Context: an optimization exercise on an open-source flow, tuned for small area and few clock cycles. The choices shown serve that exercise and are no tape-out recipe.
The RTL was checked by simulation tests, not by an equivalence proof against the original design.
Power is estimated from default activity; no workload was simulated.

==> flow/design.v <==
module pals2_rsc #(
  parameter [6:0] DEV_ADDR7    = 7'h2A,
  parameter [7:0] A_CMD        = 8'h00,
  parameter [7:0] A_PROX_CFG   = 8'h01,
  parameter [7:0] A_IRED_CFG   = 8'h02,
  parameter [7:0] A_ALS_CFG    = 8'h03,
  parameter [7:0] A_ALS_COMP   = 8'h04,
  parameter [7:0] A_INT_CFG    = 8'h05,
  parameter [7:0] MEAS_BASE    = 8'h10,
  parameter [7:0] A_PTH_TOP_H  = 8'h20,
  parameter [7:0] A_PTH_TOP_L  = 8'h21,
  parameter [7:0] A_PTH_BOT_H  = 8'h22,
  parameter [7:0] A_PTH_BOT_L  = 8'h23,
  parameter [7:0] A_ATH_TOP_H  = 8'h24,
  parameter [7:0] A_ATH_TOP_L  = 8'h25,
  parameter [7:0] A_ATH_BOT_H  = 8'h26,
  parameter [7:0] A_ATH_BOT_L  = 8'h27,
  parameter [7:0] CMD_PERIODIC = 8'h01,
  parameter [7:0] CMD_ONDEMAND = 8'h02,
  parameter [7:0] PINT_MASK    = 8'h03,
  parameter [7:0] AINT_MASK    = 8'h0C,
  parameter [1:0] GAIN_CODE_200   = 2'd0,
  parameter [1:0] GAIN_CODE_800   = 2'd1,
  parameter [1:0] GAIN_CODE_3200  = 2'd2,
  parameter [1:0] GAIN_CODE_25600 = 2'd3
) (
  input             clk,
  input             rst,           
  input             cmd_valid,
  input      [63:0] cmd_word,
  output reg        cmd_ready,
  output reg        rsp_valid,
  output reg  [3:0] rsp_flags,
  output reg [15:0] rsp_data,
  output reg        bus_req,
  output reg        bus_we,
  output      [6:0] bus_dev,
  output reg  [7:0] bus_addr,
  output reg  [7:0] bus_wdata,
  output reg  [3:0] bus_len,
  input             bus_done,
  input             bus_ack,
  input      [79:0] bus_rdata,
  input      [31:0] ms_now
);
  localparam [7:0] OP_BEGIN        = 8'h01;
  localparam [7:0] OP_SET_PROX_RATE= 8'h10;
  localparam [7:0] OP_SET_INT_PERS = 8'h11;
  localparam [7:0] OP_POFFS_EN     = 8'h12;
  localparam [7:0] OP_POFFS_DIS    = 8'h13;
  localparam [7:0] OP_PINT_EN      = 8'h14;
  localparam [7:0] OP_PINT_DIS     = 8'h15;
  localparam [7:0] OP_AINT_EN      = 8'h16;
  localparam [7:0] OP_AINT_DIS     = 8'h17;
  localparam [7:0] OP_CCOMP_EN     = 8'h18;
  localparam [7:0] OP_SET_GAIN     = 8'h19;
  localparam [7:0] OP_SET_ALS_RATE = 8'h1A;
  localparam [7:0] OP_UPDATE       = 8'h20;
  localparam [7:0] OP_GET_PROX     = 8'h21;
  localparam [7:0] OP_GET_ALS      = 8'h22;
  localparam [7:0] OP_GET_BLUE1    = 8'h23;
  localparam [7:0] OP_GET_BLUE2    = 8'h24;
  localparam [7:0] OP_OD_PROX      = 8'h28;
  localparam [7:0] OP_OD_ALS       = 8'h29;
  localparam [7:0] OP_GET_GF       = 8'h30;
  localparam [7:0] OP_RD_SH_PROX   = 8'h31;
  localparam [7:0] OP_RD_SH_IRED   = 8'h32;
  localparam [7:0] OP_RD_SH_ALS    = 8'h33;
  localparam [7:0] OP_RD_SH_INT    = 8'h34;
  localparam [7:0] OP_GET_STATUS   = 8'h35;
  localparam F_BUS = 0, F_TMO = 1, F_ILL = 2, F_INV = 3;
  localparam [1:0] HS_IDLE = 2'd0, HS_TRIG = 2'd1, HS_READY = 2'd2, HS_TMO = 2'd3;
  localparam [2:0] S_IDLE = 3'd0, S_DECODE = 3'd1, S_EXEC = 3'd2,
                   S_WAIT = 3'd3, S_RESP = 3'd4;
  assign bus_dev = DEV_ADDR7;
  reg  [7:0] sh_prox, sh_ired, sh_als, sh_int;
  reg  [1:0] gf_sel;
  reg        cc_mode;
  reg [15:0] c_prox, c_als, c_blue1, c_blue2;
  reg  [1:0] hs_state;
  reg [31:0] t0;
  reg  [3:0] sticky;
  reg [15:0] result;
  reg  [2:0] state;
  reg [63:0] cw;
  reg  [2:0] step;
  reg  [3:0] flags;
  wire  [7:0] opc  = cw[7:0];
  wire [15:0] op_a = cw[31:16];
  wire [15:0] op_b = cw[47:32];
  reg legal, uses_a, uses_b, uses_p;
  always @(*) begin
    uses_a = 1'b0;
    uses_b = 1'b0;
    uses_p = 1'b0;
    legal  = 1'b1;
    case (opc)
      OP_SET_PROX_RATE, OP_SET_INT_PERS, OP_SET_GAIN, OP_SET_ALS_RATE:
        uses_a = 1'b1;
      OP_PINT_EN, OP_AINT_EN: begin
        uses_a = 1'b1;
        uses_b = 1'b1;
      end
      OP_CCOMP_EN:
        uses_p = 1'b1;
      OP_BEGIN, OP_POFFS_EN, OP_POFFS_DIS, OP_PINT_DIS, OP_AINT_DIS,
      OP_UPDATE, OP_GET_PROX, OP_GET_ALS, OP_GET_BLUE1, OP_GET_BLUE2,
      OP_OD_PROX, OP_OD_ALS, OP_GET_GF, OP_RD_SH_PROX, OP_RD_SH_IRED,
      OP_RD_SH_ALS, OP_RD_SH_INT, OP_GET_STATUS: ;
      default:
        legal = 1'b0;
    endcase
    if (cw[15:8] != 8'h00 || cw[63:48] != 16'h0000)
      legal = 1'b0;
    if (!uses_b && op_b != 16'h0000)
      legal = 1'b0;
    if (!uses_a && !uses_p && op_a != 16'h0000)
      legal = 1'b0;
    if (uses_p && op_a[15:1] != 15'h0000)
      legal = 1'b0;
  end
  wire invalid = (opc == OP_SET_PROX_RATE || opc == OP_SET_INT_PERS ||
                  opc == OP_SET_ALS_RATE) && op_a == 16'h0000;
  function [3:0] msb_index;
    input [15:0] v;
    integer i;
    begin
      msb_index = 4'd0;
      for (i = 0; i < 16; i = i + 1)
        if (v[i])
          msb_index = i[3:0];
    end
  endfunction
  wire  [3:0] prate_code = (op_a >= 16'd256) ? 4'd8 : msb_index(op_a);
  wire  [2:0] pers_code  = (op_a >= 16'd128) ? 3'd7 : msb_index(op_a);
  wire  [2:0] arate_code = (op_a >= 16'd8)   ? 3'd7 : op_a[2:0] - 3'd1;
  reg   [1:0] gain_sel;
  always @(*) begin
    case (op_a)
      16'd800:   gain_sel = 2'd1;
      16'd3200:  gain_sel = 2'd2;
      16'd25600: gain_sel = 2'd3;
      default:   gain_sel = 2'd0;
    endcase
  end
  reg   [1:0] gain_code;
  always @(*) begin
    case (gain_sel)
      2'd0: gain_code = GAIN_CODE_200;
      2'd1: gain_code = GAIN_CODE_800;
      2'd2: gain_code = GAIN_CODE_3200;
      default: gain_code = GAIN_CODE_25600;
    endcase
  end
  reg  [15:0] gf_x100;
  always @(*) begin
    case (gf_sel)
      2'd0: gf_x100 = 16'd8179;
      2'd1: gf_x100 = 16'd2217;
      2'd2: gf_x100 = 16'd602;
      default: gf_x100 = 16'd75;
    endcase
  end
  wire  [7:0] prox_rate_new = (sh_prox & ~8'h07) | {4'h0, prate_code};
  wire  [7:0] int_pers_new  = (sh_int & ~8'hE0) | {pers_code, 5'h00};
  wire  [7:0] prox_offs_en  = sh_prox | 8'h08;
  wire  [7:0] prox_offs_dis = sh_prox & ~8'h08;
  wire  [7:0] int_pint_en   = sh_int | PINT_MASK;
  wire  [7:0] int_pint_dis  = sh_int & ~PINT_MASK;
  wire  [7:0] int_aint_en   = sh_int | AINT_MASK;     
  wire  [7:0] als_gain_new  = (sh_als & ~8'h18) | {3'h0, gain_code, 3'h0};
  wire  [7:0] als_rate_new  = (sh_als & ~8'h07) | {5'h00, arate_code};
  wire  [7:0] th_a_hi = 8'h00;
  wire  [7:0] th_a_lo = op_a[7:0];
  wire  [7:0] th_b_hi = 8'h00;
  wire  [7:0] th_b_lo = op_b[7:0];
  wire [15:0] status = {7'h00, hs_state, gf_sel, cc_mode, sticky};
  wire [31:0] elapsed = ms_now - t0;
  always @(posedge clk) begin
    if (rst) begin
      state     <= S_IDLE;
      cw        <= 64'h0;
      step      <= 3'd0;
      flags     <= 4'h0;
      cmd_ready <= 1'b1;
      rsp_valid <= 1'b0;
      rsp_flags <= 4'h0;
      rsp_data  <= 16'h0000;
      bus_req   <= 1'b0;
      bus_we    <= 1'b0;
      bus_addr  <= 8'h00;
      bus_wdata <= 8'h00;
      bus_len   <= 4'd0;
      sh_prox   <= 8'h00;
      sh_ired   <= 8'h00;
      sh_als    <= 8'h00;
      sh_int    <= 8'h00;
      gf_sel    <= 2'd0;
      cc_mode   <= 1'b0;
      c_prox    <= 16'h0000;
      c_als     <= 16'h0000;
      c_blue1   <= 16'h0000;
      c_blue2   <= 16'h0000;
      hs_state  <= HS_IDLE;
      t0        <= 32'h0;
      sticky    <= 4'h0;
      result    <= 16'h0000;
    end else begin
      case (state)
        S_IDLE: begin
          if (cmd_valid) begin
            cw        <= cmd_word;
            cmd_ready <= 1'b0;
            rsp_valid <= 1'b0;
            flags     <= 4'h0;
            step      <= 3'd0;
            state     <= S_DECODE;
          end
        end
        S_DECODE: begin
          if (!legal) begin
            flags[F_ILL] <= 1'b1;
            state        <= S_RESP;
          end else if (invalid) begin
            flags[F_INV] <= 1'b1;
            state        <= S_RESP;
          end else begin
            state <= S_EXEC;
          end
        end
        S_EXEC: begin
          state <= S_WAIT;
          case (opc)
            OP_BEGIN: begin
              bus_we    <= 1'b1;
              bus_wdata <= 8'h00;
              case (step)
                3'd0: begin bus_addr <= A_PROX_CFG; sh_prox <= 8'h00; end
                3'd1: begin bus_addr <= A_IRED_CFG; sh_ired <= 8'h00; end
                3'd2: begin bus_addr <= A_ALS_CFG; sh_als <= 8'h00; gf_sel <= 2'd0; end
                3'd3: bus_addr <= A_ALS_COMP;
                default: begin bus_addr <= A_CMD; bus_wdata <= CMD_PERIODIC; end
              endcase
            end
            OP_SET_PROX_RATE: begin
              sh_prox <= prox_rate_new;
              bus_we <= 1'b1; bus_addr <= A_PROX_CFG; bus_wdata <= prox_rate_new;
            end
            OP_SET_INT_PERS: begin
              sh_int <= int_pers_new;
              bus_we <= 1'b1; bus_addr <= A_INT_CFG; bus_wdata <= int_pers_new;
            end
            OP_POFFS_EN: begin
              sh_prox <= prox_offs_en;
              bus_we <= 1'b1; bus_addr <= A_PROX_CFG; bus_wdata <= prox_offs_en;
            end
            OP_POFFS_DIS: begin
              sh_prox <= prox_offs_dis;
              bus_we <= 1'b1; bus_addr <= A_PROX_CFG; bus_wdata <= prox_offs_dis;
            end
            OP_PINT_EN: begin
              bus_we <= 1'b1;
              case (step)
                3'd0: begin sh_int <= int_pint_en; bus_addr <= A_INT_CFG; bus_wdata <= int_pint_en; end
                3'd1: begin bus_addr <= A_PTH_TOP_H; bus_wdata <= th_a_hi; end
                3'd2: begin bus_addr <= A_PTH_TOP_L; bus_wdata <= th_a_lo; end
                3'd3: begin bus_addr <= A_PTH_BOT_H; bus_wdata <= th_b_hi; end
                default: begin bus_addr <= A_PTH_BOT_L; bus_wdata <= th_b_lo; end
              endcase
            end
            OP_PINT_DIS: begin
              sh_int <= int_pint_dis;
              bus_we <= 1'b1; bus_addr <= A_INT_CFG; bus_wdata <= int_pint_dis;
            end
            OP_AINT_EN: begin
              bus_we <= 1'b1;
              case (step)
                3'd0: begin sh_int <= int_aint_en; bus_addr <= A_INT_CFG; bus_wdata <= int_aint_en; end
                3'd1: begin bus_addr <= A_ATH_TOP_H; bus_wdata <= th_a_hi; end
                3'd2: begin bus_addr <= A_ATH_TOP_L; bus_wdata <= th_a_lo; end
                3'd3: begin bus_addr <= A_ATH_BOT_H; bus_wdata <= th_b_hi; end
                default: begin bus_addr <= A_ATH_BOT_L; bus_wdata <= th_b_lo; end
              endcase
            end
            OP_AINT_DIS: begin
              sh_int <= int_aint_en;
              bus_we <= 1'b1; bus_addr <= A_INT_CFG; bus_wdata <= int_aint_en;
            end
            OP_CCOMP_EN: begin
              cc_mode <= 1'b1;
              bus_we <= 1'b1; bus_addr <= A_ALS_COMP; bus_wdata <= {6'h00, op_a[0], 1'b1};
            end
            OP_SET_GAIN: begin
              gf_sel <= gain_sel;
              sh_als <= als_gain_new;
              bus_we <= 1'b1; bus_addr <= A_ALS_CFG; bus_wdata <= als_gain_new;
            end
            OP_SET_ALS_RATE: begin
              sh_als <= als_rate_new;
              bus_we <= 1'b1; bus_addr <= A_ALS_CFG; bus_wdata <= als_rate_new;
            end
            OP_UPDATE: begin
              bus_we <= 1'b0; bus_addr <= MEAS_BASE; bus_len <= cc_mode ? 4'd10 : 4'd4;
            end
            OP_OD_PROX, OP_OD_ALS: begin
              case (step)
                3'd0: begin
                  hs_state <= HS_TRIG;
                  bus_we <= 1'b1; bus_addr <= A_CMD; bus_wdata <= CMD_ONDEMAND;
                end
                3'd1: begin
                  bus_we <= 1'b0; bus_addr <= A_CMD; bus_len <= 4'd1;
                end
                default: begin
                  bus_we <= 1'b0; bus_len <= 4'd2;
                  bus_addr <= (opc == OP_OD_PROX) ? MEAS_BASE : MEAS_BASE + 8'd2;
                end
              endcase
            end
            default: begin
              state <= S_RESP;
              case (opc)
                OP_GET_PROX:    result <= c_prox;
                OP_GET_ALS:     result <= c_als;
                OP_GET_BLUE1:   result <= c_blue1;
                OP_GET_BLUE2:   result <= c_blue2;
                OP_GET_GF:      result <= gf_x100;
                OP_RD_SH_PROX:  result <= {8'h00, sh_prox};
                OP_RD_SH_IRED:  result <= {8'h00, sh_ired};
                OP_RD_SH_ALS:   result <= {8'h00, sh_als};
                OP_RD_SH_INT:   result <= {8'h00, sh_int};
                OP_GET_STATUS:  result <= status;
                default: ;
              endcase
            end
          endcase
          if (opc != OP_GET_PROX && opc != OP_GET_ALS && opc != OP_GET_BLUE1 &&
              opc != OP_GET_BLUE2 && opc != OP_GET_GF && opc != OP_RD_SH_PROX &&
              opc != OP_RD_SH_IRED && opc != OP_RD_SH_ALS && opc != OP_RD_SH_INT &&
              opc != OP_GET_STATUS)
            bus_req <= 1'b1;
        end
        S_WAIT: begin
          if (bus_done) begin
            bus_req <= 1'b0;
            if (!bus_ack)
              flags[F_BUS] <= 1'b1;
            state <= S_RESP;
            case (opc)
              OP_BEGIN, OP_PINT_EN, OP_AINT_EN: begin
                if (step != 3'd4) begin
                  step  <= step + 3'd1;
                  state <= S_EXEC;
                end
              end
              OP_UPDATE: begin
                if (bus_ack) begin
                  c_prox <= {bus_rdata[7:0], bus_rdata[15:8]};
                  c_als  <= {bus_rdata[23:16], bus_rdata[31:24]};
                  if (cc_mode) begin
                    c_blue1 <= {bus_rdata[55:48], bus_rdata[63:56]};
                    c_blue2 <= {bus_rdata[71:64], bus_rdata[79:72]};
                  end
                end
              end
              OP_OD_PROX, OP_OD_ALS: begin
                case (step)
                  3'd0: begin
                    t0    <= ms_now;
                    step  <= 3'd1;
                    state <= S_EXEC;
                  end
                  3'd1: begin
                    state <= S_EXEC;
                    if (bus_ack && bus_rdata[6]) begin
                      hs_state <= HS_READY;
                      step     <= 3'd2;
                    end else if (elapsed > 32'd1000) begin
                      hs_state     <= HS_TMO;
                      flags[F_TMO] <= 1'b1;
                      step         <= 3'd2;
                    end
                  end
                  default: begin
                    if (bus_ack)
                      result <= {bus_rdata[7:0], bus_rdata[15:8]};
                  end
                endcase
              end
              default: ;
            endcase
          end
        end
        S_RESP: begin
          rsp_valid <= 1'b1;
          rsp_flags <= flags;
          rsp_data  <= result;
          sticky    <= sticky | flags;
          cmd_ready <= 1'b1;
          state     <= S_IDLE;
        end
        default: state <= S_IDLE;
      endcase
    end
  end
endmodule
==> flow/run.sh <==
#!/bin/bash
# synth_recipe.tcl (not shown) runs the flow's synth.tcl, then flattens the netlist and writes it again
# the make line also repeats each setting of config.mk as NAME=value (left out here)
make -C /OpenROAD-flow-scripts/flow DESIGN_CONFIG=/design/flow/config.mk WORK_HOME=/design/flow/orfs CLKGATE_MAP_FILE= SYNTH_SCRIPT=/design/flow/synth_recipe.tcl finish
==> flow/config.mk <==
export PLATFORM = sky130hd
export DESIGN_NAME = pals2_rsc
export DESIGN_NICKNAME = pals2_rsc
export VERILOG_FILES = /design/flow/design.v
export SDC_FILE = /design/flow/constraint.sdc
export NUM_CORES = 4
export LEC_CHECK = 0
export CAP_MARGIN = 20
export CORE_MARGIN = 2
export CORE_UTILIZATION = 40
export PLACE_DENSITY = 0.6
export SLEW_MARGIN = 20
==> flow/constraint.sdc <==
create_clock -name core_clock -period 5.0 [get_ports {clk}]
set_input_delay 1.0000 -clock core_clock [delete_from_list [all_inputs] [get_ports {clk}]]
set_output_delay 1.0000 -clock core_clock [all_outputs]
set_load 0.01 [all_outputs]
==> results.txt <==
Num CTS Buffers=30; Startpoint Class=input port; final setup margin=0.549 ns; hpwl dp=30800 um; post-route ant nets=0; switching share of power=25.2%; fmax=225 MHz; Syn Area/Cell=7.44 um^2; pin count of the biggest net entering global routing=93; P&R area growth vs syn=27.2%; Synth Register Bits=257; RSZ-0062 raised after global routing=false; Post-CTS Resized=0; delay of the slowest cell on the worst path=0.43 ns; clock power share=47.0%; dpl cells=2332; fin. max-slew vios=0; asr flop ratio synth=0%; H-tree Lvls=1; Max VDD drop=0.254 mV; CP Buf/Inv Count=4; # rows=66; CP cell instances=clkdlybuf4s50_1 > inv_1 > ha_1 > inv_1 > fa_1 > a21o_1 > a221o_1 > a221oi_1 > nor2_1 > mux2i_1 > a2111o_1 > or4_4 > nor4_4 > buf_4 > and2_1 > a311oi_1; hold violation count in the final report=0; number of buffers inserted by port buffering=205; Final nets=2144; Critical Path AT=4.89 ns; Hold Startpoint=rsp_flags[2]; first-pass GRT wire length=66600 um; fin crit period=4.45 ns; sequential fraction of the synthesis area=39.4%; EDFF count, synth=0; Clock Latency Late Sink=0.59 ns; R2R setup slack=1.15 ns; instance count of the mapped netlist=1758; Synth Cell Area=13100 um^2; most common flop cell mapped by yosys=dfxtp_1; Crit. End Element=flop; synth unique cells=73; Comb pwr share=11.7%; setup TNS=0 ns; Crit Path Max Fanout=3; Power Internal=0.00386 W; pwr dens=311 nW/um^2; Initial Utilization=40.4%; Critical R2R Launch=t0[0]; Layout Cells excl Fill=2388; die area=34100 um^2; status=timing/DRC/antenna clean; register area=5140 um^2; pre-CTS setup slack=-0.0206 ns; cells on worst reg2reg path=14; Global Route Usage Sum=24.4%; M1 wire length=20100 um; die height=185 um; worst hold stages=2; HP Class=flop to flop; Most common cell on crit path=inv_1; CTS Buffer Depth=3; via count=12945; fraction of layout cells with a size suffix above 1=5.60%; Least-Margin Pin Slew=1.12 ns; Lkg Pwr=5.79 nW; maxcap violations=0; io pins=232; worst flop-to-flop path endpoint=hs_state[1]; DR top layer=met4; hold path endpoint=rsp_flags[2]; WS Path Type=input port to flop; final setup fails=0; Antenna Cells=0; Tcrit/Tclk final=89.0%; Slew Limit Headroom=24.6%; CP delay by family, top=compound AO/OA/AOI/OAI gates; Post-CTS Setup Inserts=0; Placer Congestion=0.958; synth warn=1; critical path required time=5.44 ns; Slowest cell on crit path=clkdlybuf4s50_1; drt total wl=42400 um; sequential power share=41.4%; met3 WL=3020 um; Starting DRT DRC Count=1051; Final Skew=0.0350 ns; TritonCTS clock tree=yes; vias in the first global route=12191; first-pass detailed-route iteration total=6; routed wl met2=18200 um; Routed WL per cell=17.8 um; DRC viols=0; Sw Pwr=0.00130 W; # hold bufs at CTS=0; total gr overflow=0; area of the multi-input gates=7270 um^2; CTS clock-pin slew for the worst setup and hold paths=0.06 ns; Die Wd=185 um; FILL cells=3214; initial antenna violation count=0; clk sinks=257; CORE AREA=32400 um^2; CTS Root Cell=clkbuf_16; Vias/cell=5.42
-- metal layers --
| metal | GRT usage, % | up-vias |
|---|---|---|
| met3 | 4.31 | 69 |
| met5 | 0 | - |
| met1 | 34.9 | 5921 |
| met2 | 37.1 | 455 |
| met4 | 7.97 | 0 |
| li1 | - | 6500 |
-- power by group through the flow --
stage / clock network (W) / registers (W) / logic [W]
4_1_cts: 0.00247 / 0.00213 / 0.000600
5_1_grt: 0.00255 / 0.00214 / 0.000665
6_report: 0.00243 / 0.00213 / 0.000602
3_5_place_dp: 0 / 0.00218 / 0.000596
2_1_floorplan: 0 / 0.00216 / 0.000347
3_3_place_gp: 0 / 0.00218 / 0.000596
-- worst max-delay path by stage --
stage / startpoint / to / slack, ns / depth (start not counted)
detailed placement: ms_now[0] / hs_state[1] / -0.02 / 16
global route: ms_now[0] / hs_state[1] / 0.34 / 16
global placement: ms_now[0] / hs_state[1] / 0.002 / 16
finish: ms_now[0] / hs_state[1] / 0.55 / 16
floorplan: ms_now[0] / step[1] / 0.84 / 14
CTS: ms_now[0] / hs_state[1] / 0.58 / 16
-- placed cells by master, fill, tap and decap left out, types with 19 or more instances in the layout --
cell type and n:
a21oi_1 246, nand2_1 436, nor4_1 21, o211ai_1 19
clkdlybuf4s50_1 204, ha_1 40, clkbuf_16 30, dfxtp_1 257
inv_1 60, nand3_1 26, nor3_1 31, nor2_1 134
o21ai_0 52, a22o_1 20, a211oi_1 27, buf_4 36
nand4_1 25
-- registers in the layout, indices dropped and copies added, names as in the netlist, 5 cells and up, named ones only --
name / flops
cw: 64
t0: 32
c_als: 16
c_blue1: 16
c_blue2: 16
c_prox: 16
result: 16
rsp_data: 16
bus_wdata: 8
sh_als: 8
bus_addr: 5
sh_int: 5
-- area by class of cell --
type | instances | area share (%)
multi-input combinational | 1331 | 43.7
sequential | 257 | 30.9
timing repair buffer | 241 | 14.0
clock buffer | 42 | 5.15
tap | 442 | 3.33
clock inverter | 14 | 1.51
inverter | 61 | 1.38
-- per-stage QoR --
step,hold WS (ns),instance area (um^2),total power (W),util (%)
2_1_floorplan,0.425,13100,0.00251,-
3_3_place_gp,0.436,15500,0.00277,47.9
3_5_place_dp,0.435,15500,0.00278,47.9
4_1_cts,0.447,16600,0.00520,51.3
5_1_grt,0.464,16600,0.00536,51.4
6_report,0.445,16600,0.00516,51.4
-- worst reg2reg max path: stages, from the launching register on --
cell,delay (ns)
dfxtp_1,0.33
ha_1,0.15
inv_1,0.05
fa_1,0.40
a21o_1,0.23
a221o_1,0.35
a221oi_1,0.42
nor2_1,0.14
mux2i_1,0.14
a2111o_1,0.31
or4_4,0.44
nor4_4,0.25
buf_4,0.18
and2_1,0.23
a311oi_1,0.11
-- cell families (layout without fill, tap and decap cells) --
kind of cell | Yosys count | count (layout) | share of synthesized area (%)
buf+inv | 178 | 358 | 5.43
mux | 14 | 14 | 1.08
other cells | 2 | 10 | 0.0574
simple gates | 745 | 745 | 24.6
flops | 257 | 257 | 39.4
xor+xnor | 15 | 15 | 1.01
compound gates | 506 | 506 | 24.5
fa+ha+maj | 41 | 41 | 3.98
-- Yosys cell counts (7+ instances only) --
cell type / instances / share of area, %
o211ai_1: 19 / 1.1
mux2i_1: 13 / 1.0
a2111oi_0: 8 / 0.54
o21a_1: 9 / 0.52
a21oi_1: 246 / 9.4
nand2b_1: 11 / 0.53
o21ai_0: 52 / 2.0
buf_4: 10 / 0.57
and2_1: 10 / 0.48
a311oi_1: 10 / 0.67
or2_2: 7 / 0.33
dfxtp_1: 257 / 39
a22o_1: 20 / 1.3
nor4_1: 21 / 1.0
inv_1: 60 / 1.7
xor2_1: 8 / 0.54
o21bai_1: 10 / 0.57
a22oi_1: 14 / 0.80
a222oi_1: 14 / 1.1
nand3_1: 26 / 1.0
nor2b_1: 8 / 0.38
a21o_1: 13 / 0.75
xnor2_1: 7 / 0.47
and3_1: 9 / 0.43
ha_1: 40 / 3.8
clkbuf_1: 101 / 2.9
nor2_1: 135 / 3.9
a211oi_1: 27 / 1.6
nand2_1: 437 / 13
nand4_1: 25 / 1.2
nor3_1: 33 / 1.3
a221oi_1: 14 / 0.94
Testbench counts, summed over its fixed seeds: cycles 38,423.

[separate check: timing with driven ports]
In the flow no input, the clock included, has a driving cell. The finished layout below was timed again as built, in two steps.
Step 1 (the two cells are an assumption about what drives the block):
set clk [get_ports {clk}]
set_driving_cell -lib_cell sky130_fd_sc_hd__clkbuf_16 $clk
set_driving_cell -lib_cell sky130_fd_sc_hd__buf_2 [delete_from_list [all_inputs] $clk]
Step 2 also shifts input and output timing later by t, the mid clock arrival at the registers, as if the neighbouring blocks saw the same clock.
Three values: ideal ports, drivers, drivers and shift; two values: the first two.
t (ns): 0.621
slack for setup (ns): 0.549 / 0.560 / -0.060
hold slack, ns: 0.445 / 0.445 / 0.445
Met with ideal ports but missed after step 2: setup timing in this run. For this run, drivers alone change the setup slack by +0.011 ns; drivers and shift together by -0.609 ns.
